Background: an optimization exercise with open tools, aiming at small area, a short achievable clock period and few clock cycles. Do not read the settings as production practice. In this exercise RTL edits were held to simulation tests only and were not proved equivalent to the original. Power figures rest on the tool's default switching activity, not on a simulated workload.

== run 1 ==
==> flow/design.v <==
module bp_unpack (
    input  wire         clk,
    input  wire         rst,
    input  wire         blk_valid,
    output wire         blk_ready,
    input  wire [5:0]   blk_width,
    input  wire         blk_first,
    input  wire         in_valid,
    output wire         in_ready,
    input  wire [127:0] in_data,
    output reg          out_valid,
    input  wire         out_ready,
    output reg  [127:0] out_data
);
    reg        pv;         
    reg [5:0]  pw;
    reg        pf;
    reg        busy;       
    reg [5:0]  width;      
    reg        wz;         
    reg [4:0]  grp;        
    reg [4:0]  s;          
    reg        strad;      
    reg        cons;       
    reg        zf;         
    reg        rv;         
    reg [127:0] R;         
    reg         dv;        
    reg         dz;        
    reg [127:0] D;         
    wire adv  = !out_valid || out_ready;
    wire step = busy && adv && (wz || (rv && (!strad || in_valid)));
    wire last = step && (grp == 5'd31);
    wire take = pv && (!busy || last);
    assign blk_ready = !pv;
    assign in_ready  = !rv || (busy && adv && cons);
    wire [4:0] s_nx = s + width[4:0];
    wire [6:0] t_nx = {2'b0, s_nx} + {1'b0, width};
    wire [31:0] mask;
    genvar k;
    generate
        for (k = 0; k < 32; k = k + 1) begin : mk
            assign mask[k] = (width > k);
        end
    endgenerate
    wire [127:0] fld;
    wire [127:0] value;
    function [31:0] add32;
        input [31:0] a, b;
        reg [31:0] g, p;
        integer i, l;
        begin
            g = a & b;
            p = a ^ b;
            for (l = 0; l < 5; l = l + 1)
                for (i = 0; i < 32; i = i + 1)
                    if ((i % (2 << l)) == (2 << l) - 1) begin
                        g[i] = g[i] | (p[i] & g[i - (1 << l)]);
                        p[i] = p[i] & p[i - (1 << l)];
                    end
            for (l = 3; l >= 0; l = l - 1)
                for (i = 0; i < 32; i = i + 1)
                    if (i >= (3 << l) - 1 && (i % (2 << l)) == (1 << l) - 1) begin
                        g[i] = g[i] | (p[i] & g[i - (1 << l)]);
                        p[i] = p[i] & p[i - (1 << l)];
                    end
            add32 = a ^ b ^ {g[30:0], 1'b0};
        end
    endfunction
    genvar j;
    generate
        for (j = 0; j < 4; j = j + 1) begin : lane
            wire [62:0] win = {in_data[32*j +: 31], R[32*j +: 32]};
            reg  [38:0] l1;
            reg  [32:0] l2;
            reg  [31:0] l3;
            integer i;
            always @* begin
                for (i = 0; i < 39; i = i + 1)
                    case (s[4:3])
                        2'd0: l1[i] = win[i];
                        2'd1: l1[i] = win[i + 8];
                        2'd2: l1[i] = win[i + 16];
                        default: l1[i] = win[i + 24];
                    endcase
                for (i = 0; i < 33; i = i + 1)
                    case (s[2:1])
                        2'd0: l2[i] = l1[i];
                        2'd1: l2[i] = l1[i + 2];
                        2'd2: l2[i] = l1[i + 4];
                        default: l2[i] = l1[i + 6];
                    endcase
                for (i = 0; i < 32; i = i + 1)
                    l3[i] = s[0] ? l2[i + 1] : l2[i];
            end
            assign fld[32*j +: 32] = l3 & mask;
            wire [31:0] off = dz ? 32'd0 : out_data[32*j +: 32];
            assign value[32*j +: 32] = add32(D[32*j +: 32], off);
        end
    endgenerate
    always @(posedge clk) begin
        if (in_valid && in_ready)
            R <= in_data;
    end
    always @(posedge clk) begin
        if (rst) begin
            busy      <= 1'b0;
            width     <= 6'd0;
            wz        <= 1'b1;
            grp       <= 5'd0;
            s         <= 5'd0;
            strad     <= 1'b0;
            cons      <= 1'b0;
            zf        <= 1'b0;
            rv        <= 1'b0;
            pv        <= 1'b0;
            dv        <= 1'b0;
            out_valid <= 1'b0;
        end else begin
            if (in_valid && in_ready)
                rv <= 1'b1;
            else if (step && cons)
                rv <= 1'b0;
            if (blk_valid && blk_ready) begin
                pv <= 1'b1;
                pw <= blk_width;
                pf <= blk_first;
            end else if (take) begin
                pv <= 1'b0;
            end
            if (take) begin
                busy  <= 1'b1;
                width <= pw;
                wz    <= (pw == 6'd0);
                grp   <= 5'd0;
                s     <= 5'd0;
                strad <= 1'b0;
                cons  <= (pw == 6'd32);
                zf    <= pf;
            end else if (step) begin
                grp   <= grp + 5'd1;
                s     <= s_nx;
                strad <= (t_nx > 7'd32);
                cons  <= (t_nx >= 7'd32) && !wz;
                zf    <= 1'b0;
                if (last)
                    busy <= 1'b0;
            end
            if (adv) begin
                dv        <= step;
                out_valid <= dv;
            end
        end
    end
    always @(posedge clk) begin
        if (step) begin
            D  <= fld;
            dz <= zf;
        end
        if (adv && dv)
            out_data <= value;
    end
endmodule
==> flow/config.mk <==
export PLATFORM = sky130hd
export DESIGN_NAME = bp_unpack
export DESIGN_NICKNAME = bp_unpack
export VERILOG_FILES = /design/flow/design.v
export SDC_FILE = /design/flow/constraint.sdc
export NUM_CORES = 4
export LEC_CHECK = 0
export CAP_MARGIN = 20
export CORE_MARGIN = 2
export CORE_UTILIZATION = 30
export SETUP_SLACK_MARGIN = 4.0
export SLEW_MARGIN = 20
==> flow/constraint.sdc <==
create_clock -name core_clock -period 7.0 [get_ports {clk}]
set_input_delay 1.4000 -clock core_clock [delete_from_list [all_inputs] [get_ports {clk}]]
set_output_delay 1.4000 -clock core_clock [all_outputs]
set_load 0.01 [all_outputs]
run.sh (not shown) runs the stock make flow with config.mk's settings and CLKGATE_MAP_FILE= SYNTH_SCRIPT=/design/flow/synth_recipe.tcl, a recipe that flattens the netlist after the stock synthesis.
Testbench counts of run 1, summed over its fixed seeds: cycles 16,416.
#### Input delta (run 2 over run 1)
- SETUP_SLACK_MARGIN removed (was 4.0)
## What came out
Run 2 against run 1: growth of design area from synthesis to finish now smaller; critical path depth shrank by 2; placed cell count saw little to no change. From run 1 to run 2 the numbers moved as follows: met2 wirelength from detailed routing fell by about 8%; maximum number of pins on one net before global-route repair rose by about 5.4%; synthesized instance count stayed essentially flat. [run 2] final cycle utilization of the critical path rose 13 points relative to run 1. In run 2 the total power turned out 0.61% lower than in run 1.
> inputs changed (run 2 -> run 3)
- SETUP_SLACK_MARGIN newly set to 3.6
- CORE_UTILIZATION changed from 30 to 50
Notes after the runs:
Looking at share of power burned in registers, run 3 sits below run 2. Relative to run 2, signed area change from the synthesized netlist to the final layout increased by 0.60 points in run 3. Net switching share of the total power: lower on run 2. Row number of nets in the layout: run 3 higher / run 2 lower. Relative to run 2, the wire length of the first global-routing pass of run 3 is lower by 2300 µm. Taking run 2 as the reference point, the smallest hold slack of run 3 falls by 49 ps. Fmax, run 3 vs run 2: up by more than a quarter. As far as clock sink count is concerned, run 3 and run 2 perform about the same. Run 3 against run 2: area of the multi-input gates grew by about 2.4%; part of the power in the clock network went down 0.8 points; clock skew increased 18 ps.
Setup changes, run 3 to run 4
- changing CORE_UTILIZATION from 50 to 30
- changing SETUP_SLACK_MARGIN from 3.6 to 3.3
Notes after the runs:
Detailed router's first-iteration violation count was higher in the run labelled run 3.
Buffer count from post-CTS setup fixing, run 4 and run 3, lower one = run 4.
In the metrics for run 4 and run 3, the one carrying the lower non-filler instance count after layout is run 3.
On data required time of the critical path: run 4 sits below run 3.
Looking at global routing's busiest layer, the met1 result is from run 3; the met2 one comes from run 4.

---

run A:
Another version of the RTL of bp_unpack (not shown whole).
Size in the first run: about 3000 cells after synthesis, about 420 flip-flops, roughly 30000 um2 of cells after synthesis.
==> flow/design.v (excerpt) <==
module bp_unpack (
    input  wire         clk,
    input  wire         rst,
    input  wire         blk_valid,
    output wire         blk_ready,
    input  wire [5:0]   blk_width,
    input  wire         blk_first,
    input  wire         in_valid,
    output wire         in_ready,
    input  wire [127:0] in_data,
    output reg          out_valid,
    input  wire         out_ready,
    output reg  [127:0] out_data
);
clock: 7.0 ns
lec_check: 0
cap_margin: 20
core_margin: 2
core_utilization: 55
cts_buf_list: sky130_fd_sc_hd__clkbuf_8
setup_slack_margin: 3.6
slew_margin: 20
standard.sh (not shown) runs the stock make flow with config.mk's settings and CLKGATE_MAP_FILE= SYNTH_SCRIPT=/design/flow/synth_recipe.tcl, a recipe that flattens the netlist after the stock synthesis.
==> flow/flow/run.sh <==
#!/bin/bash
# Standard layout, with the port buffers made as buf_1 cells instead of the
# delay-buffer cell buffer_ports picks by default.
export BUFFER_PORTS_ARGS="-buffer_cell sky130_fd_sc_hd__buf_1"
bash standard.sh > standard.log 2>&1
Testbench counts of run A, summed over its fixed seeds: cycles 16,416.
## Diff of input files: run B against run A
# run A
export LEC_CHECK = 0
export CAP_MARGIN = 20
export CORE_MARGIN = 2
export CORE_UTILIZATION = 55
export CTS_BUF_LIST = sky130_fd_sc_hd__clkbuf_8
export SETUP_SLACK_MARGIN = 3.6
export SLEW_MARGIN = 20
create_clock -name core_clock -period 7.0 [get_ports {clk}]
# run B
export LEC_CHECK = 0
export CAP_MARGIN = 20
export CORE_MARGIN = 2
export CORE_UTILIZATION = 55
export CTS_BUF_LIST = sky130_fd_sc_hd__clkbuf_8
export SETUP_SLACK_MARGIN = 3.9
export SLEW_MARGIN = 20
create_clock -name core_clock -period 7.0 [get_ports {clk}]
Notes after the runs:
On clock-pin slew on the worst setup and hold paths, run B and run A are neck and neck. Standard cell with the maximum stage delay on the critical path: sky130_fd_sc_hd__edfxtp_1 -> run A, sky130_fd_sc_hd__a21o_1 -> run B. The higher fmax of run B and run A is in run B. Summary of the comparison: portion of the clock cycle consumed by the worst path in the final layout is lower in run B, relative to run A. Re post-route worst hold slack: run B and run A aren't equal, and the lower value belongs to run A. Looking at layout buffering overhead excluding clock cells across run B and run A, the one that comes out lower is run A. From run A to run B the numbers moved as follows: area added between synthesis and finish climbed 1.4 points, final wirelength climbed 1.7%, final instance area climbed 1.3%, total design power climbed about 0.8%, total vias in the final route climbed about 0.5%.
Inputs modified between run B and run C:
# run B
export LEC_CHECK = 0
export CAP_MARGIN = 20
export CORE_MARGIN = 2
export CORE_UTILIZATION = 55
export CTS_BUF_LIST = sky130_fd_sc_hd__clkbuf_8
export SETUP_SLACK_MARGIN = 3.9
export SLEW_MARGIN = 20
create_clock -name core_clock -period 7.0 [get_ports {clk}]
# run C
export LEC_CHECK = 0
export CAP_MARGIN = 20
export CORE_MARGIN = 2
export CORE_UTILIZATION = 55
export CTS_BUF_LIST = sky130_fd_sc_hd__clkbuf_8
export SETUP_SLACK_MARGIN = 4.1
export SLEW_MARGIN = 20
create_clock -name core_clock -period 7.0 [get_ports {clk}]
Notes after the runs:
Compared to run B, run C has fill cell instance count of the final layout 3.5% lower. In run C the global-route usage turned out 0.50 points higher than in run B. Going from run B to run C, final cell count grows by about 1.8%. From run B to run C the numbers moved as follows: routability-driven placement congestion ratio picked up an extra 0.016, met3 wirelength from detailed routing now sits higher. Relative to run B, the global-route track usage on met1 of run C is higher by 1.3 points. In the flow results for run B and run C, the setup slack is larger on run B. The post-route cell area in run C sits 1500 um2 above the value recorded for run B. Between run C and run B, the switching fraction of total power does not differ in any meaningful way. Diff run B -> run C: net count of the finished layout went up, final period demand of the worst path went up.
diff inputs: run C => run D
# run C
export LEC_CHECK = 0
export CAP_MARGIN = 20
export CORE_MARGIN = 2
export CORE_UTILIZATION = 55
export CTS_BUF_LIST = sky130_fd_sc_hd__clkbuf_8
export SETUP_SLACK_MARGIN = 4.1
export SLEW_MARGIN = 20
create_clock -name core_clock -period 7.0 [get_ports {clk}]
# run D
export LEC_CHECK = 0
export CAP_MARGIN = 20
export CORE_MARGIN = 2
export CORE_UTILIZATION = 50
export SETUP_SLACK_MARGIN = 3.6
export SLEW_MARGIN = 20
create_clock -name core_clock -period 7.0 [get_ports {clk}]
==> flow/run.sh (new file) <==
#!/bin/bash
# synth_recipe.tcl (not shown) runs the flow's synth.tcl, then flattens the netlist and writes it again
# the make line also repeats each setting of config.mk as NAME=value (left out here)
make -C /OpenROAD-flow-scripts/flow DESIGN_CONFIG=/design/flow/config.mk WORK_HOME=/design/flow/orfs CLKGATE_MAP_FILE= SYNTH_SCRIPT=/design/flow/synth_recipe.tcl finish
removed: flow/flow/run.sh
removed: flow/standard.sh
==> notes.md <==
Summary — initial standard-cell utilization of the core, run D relative to run C: lower, by 5.0 points. Run D vs run C — routed wire length dropped by a few percent. Complex-gate fraction of the synthesized area came out exactly the same in run C and run D. Of run C and run D, run C shows the higher core utilization, with run D below it. The met3 routed wirelength in run D is 0.845 times that in run C.

---

harbor:
bp_unpack, a different RTL version from the one above (not shown whole).
Size in the first run: about 3,100 cells after synthesis, about 420 flip-flops, ~270 I/O pins.
export LEC_CHECK = 0
export CAP_MARGIN = 20
export CORE_MARGIN = 2
export CORE_UTILIZATION = 55
export CTS_BUF_LIST = sky130_fd_sc_hd__clkbuf_8
export SETUP_SLACK_MARGIN = 4.0
export SLEW_MARGIN = 20
create_clock -name core_clock -period 7.0 [get_ports {clk}]
==> flow/flow/run.sh <==
#!/bin/bash
# Standard layout, with the port buffers made as buf_1 cells instead of the
# delay-buffer cell buffer_ports picks by default.
export BUFFER_PORTS_ARGS="-buffer_cell sky130_fd_sc_hd__buf_1"
bash standard.sh > standard.log 2>&1
Testbench counts of harbor, summed over its fixed seeds: cycles 16,416.
> inputs changed (harbor -> xenon)
Settings: SETUP_SLACK_MARGIN now 3.6, was 4.0; CORE_UTILIZATION now 50, was 55; CTS_CLUSTER_SIZE now 20, previously not set.
Findings:
The run showing the smaller proportion of power drawn by combinational gates is xenon.
Multi-input logic cell count across xenon and harbor: no real change.
Power consumption in xenon vs harbor: up 46 uW
For the worst endpoint data arrival time, xenon came in 0.08 ns higher than harbor did.

---

Starting RTL as in the previous note.
Settings: LEC_CHECK=0, CAP_MARGIN=20, CORE_MARGIN=2, CORE_UTILIZATION=50, CTS_BUF_LIST=sky130_fd_sc_hd__clkbuf_8, SETUP_SLACK_MARGIN=3.6, SLEW_MARGIN=20; clock period 7.0 ns.
Scripts as last shown in full above: flow/flow/run.sh
Testbench counts at the start, summed over its fixed seeds: cycles 16,416.
Change:
--- a/flow/config.mk
+++ b/flow/config.mk
@@ -8,6 +8,6 @@
 export CAP_MARGIN = 20
 export CORE_MARGIN = 2
-export CORE_UTILIZATION = 50
+export CORE_UTILIZATION = 55
 export CTS_BUF_LIST = sky130_fd_sc_hd__clkbuf_8
-export SETUP_SLACK_MARGIN = 3.6
+export SETUP_SLACK_MARGIN = 3.8
 export SLEW_MARGIN = 20
After rerunning: The changed run passed the timing, design-rule and antenna checks; count of clock-buffer cells in the layout decreases by 3; global-route usage increases by 2.3 points; power hardly moves.
Change:
--- a/flow/config.mk
+++ b/flow/config.mk
@@ -8,6 +8,6 @@
 export CAP_MARGIN = 20
 export CORE_MARGIN = 2
-export CORE_UTILIZATION = 55
+export CORE_UTILIZATION = 60
 export CTS_BUF_LIST = sky130_fd_sc_hd__clkbuf_8
-export SETUP_SLACK_MARGIN = 3.8
+export SETUP_SLACK_MARGIN = 3.9
 export SLEW_MARGIN = 20
The changed run completed with no timing, DRC or antenna violations.
Area after synthesis does not change.
Core utilization rises by 5.6 points.
Maximum frequency barely changes.
Routed wire length is about the same.
Global-route usage rises by 3.0 points.
Design area rises slightly.
Cell count falls slightly.
Count of clock-buffer cells in the layout falls by 2.
Critical path depth does not change.
Synthesized cell count does not change.

---

Another version of the RTL of bp_unpack (not shown whole).
For scale: ~3000 cells after synthesis, roughly 420 flip-flops, about 270 I/O pins, roughly 30000 um2 of cells after synthesis.
make LEC_CHECK=0 CAP_MARGIN=20 CORE_MARGIN=2 CORE_UTILIZATION=30 SETUP_SLACK_MARGIN=3.3 SLEW_MARGIN=20 finish   # period 7.0 ns
run.sh (not shown) runs the stock make flow with config.mk's settings and CLKGATE_MAP_FILE= SYNTH_SCRIPT=/design/flow/synth_recipe.tcl, a recipe that flattens the netlist after the stock synthesis.
Stock flow here: none of the scripts above is used.
Testbench counts at the start, summed over its fixed seeds: cycles 16,416.
Edit:
- SETUP_SLACK_MARGIN: 3.3 -> unset
The new run completed with no timing, DRC or antenna violations; maximum frequency went down by 11%; non-clock buffer count went down by 7; via count went down by 0.37%; wire length stays flat; setup slack gets worse by 490 ps; clock skew is about the same; final cell count is about the same; clock power went down by about 6%.

==> what the ideal ports hide <==
Ports are ideal in the flow. The routed layouts listed here were re-timed in OpenROAD.
Step 1 assumes that a clkbuf_16 drives the clock port and a buf_2 every other input.
Step 2 times the ports against the registers' clock, not the clock port: input delays grow and output delays shrink by t, the midpoint of the rising clock arrivals with the driver on.
Slacks: ideal ports / drivers / drivers and shift; pairs: ideal ports / drivers.
| run | shift t [ns] | slack for setup (ns) | hold slack, ns | worst setup path after step 2 | clock arrival spread, ns |
|---|---|---|---|---|---|
| run 1 | 0.671 | 3.508 / 3.508 / 3.423 | 0.490 / 0.490 / 0.490 | input to register | 0.027 / 0.026 |
| run 2 | 0.663 | 2.576 / 2.576 / 2.576 | 0.486 / 0.486 / 0.486 | register to register | 0.018 / 0.018 |
| run 3 | 0.651 | 3.472 / 3.472 / 3.307 | 0.437 / 0.437 / 0.437 | input to register | 0.037 / 0.037 |
| run 4 | 0.651 | 3.354 / 3.331 / 3.026 | 0.489 / 0.489 / 0.489 | input to register | 0.023 / 0.023 |
| run A | 0.738 | 3.712 / 3.702 / 3.273 | 0.457 / 0.457 / 0.457 | input to register | 0.033 / 0.033 |
| run B | 0.738 | 3.807 / 3.766 / 3.284 | 0.460 / 0.460 / 0.460 | input to register | 0.033 / 0.033 |
| run C | 0.722 | 3.797 / 3.750 / 3.543 | 0.471 / 0.471 / 0.471 | input to register | 0.030 / 0.031 |
| run D | 0.661 | 3.642 / 3.613 / 3.281 | 0.458 / 0.458 / 0.458 | input to register | 0.033 / 0.033 |
| harbor | 0.718 | 3.714 / 3.691 / 3.373 | 0.460 / 0.460 / 0.460 | input to register | 0.041 / 0.041 |
| xenon | 0.739 | 3.635 / 3.611 / 3.056 | 0.465 / 0.465 / 0.465 | input to register | 0.030 / 0.030 |
| the first run of note 4 | 0.739 | 3.635 / 3.611 / 3.056 | 0.465 / 0.465 / 0.465 | input to register | 0.030 / 0.030 |
| the second run of note 4 | 0.710 | 3.729 / 3.709 / 3.212 | 0.463 / 0.463 / 0.463 | input to register | 0.019 / 0.019 |
| the third run of note 4 | 0.718 | 3.724 / 3.703 / 3.305 | 0.479 / 0.479 / 0.479 | input to register | 0.027 / 0.027 |
| the first run of note 5 | 0.671 | 3.242 / 3.218 / 2.965 | 0.469 / 0.469 / 0.469 | input to register | 0.025 / 0.025 |
| the second run of note 5 | 0.671 | 2.754 / 2.731 / 2.731 | 0.431 / 0.431 / 0.431 | input to output | 0.032 / 0.031 |
After both steps every run listed still meets setup and hold.
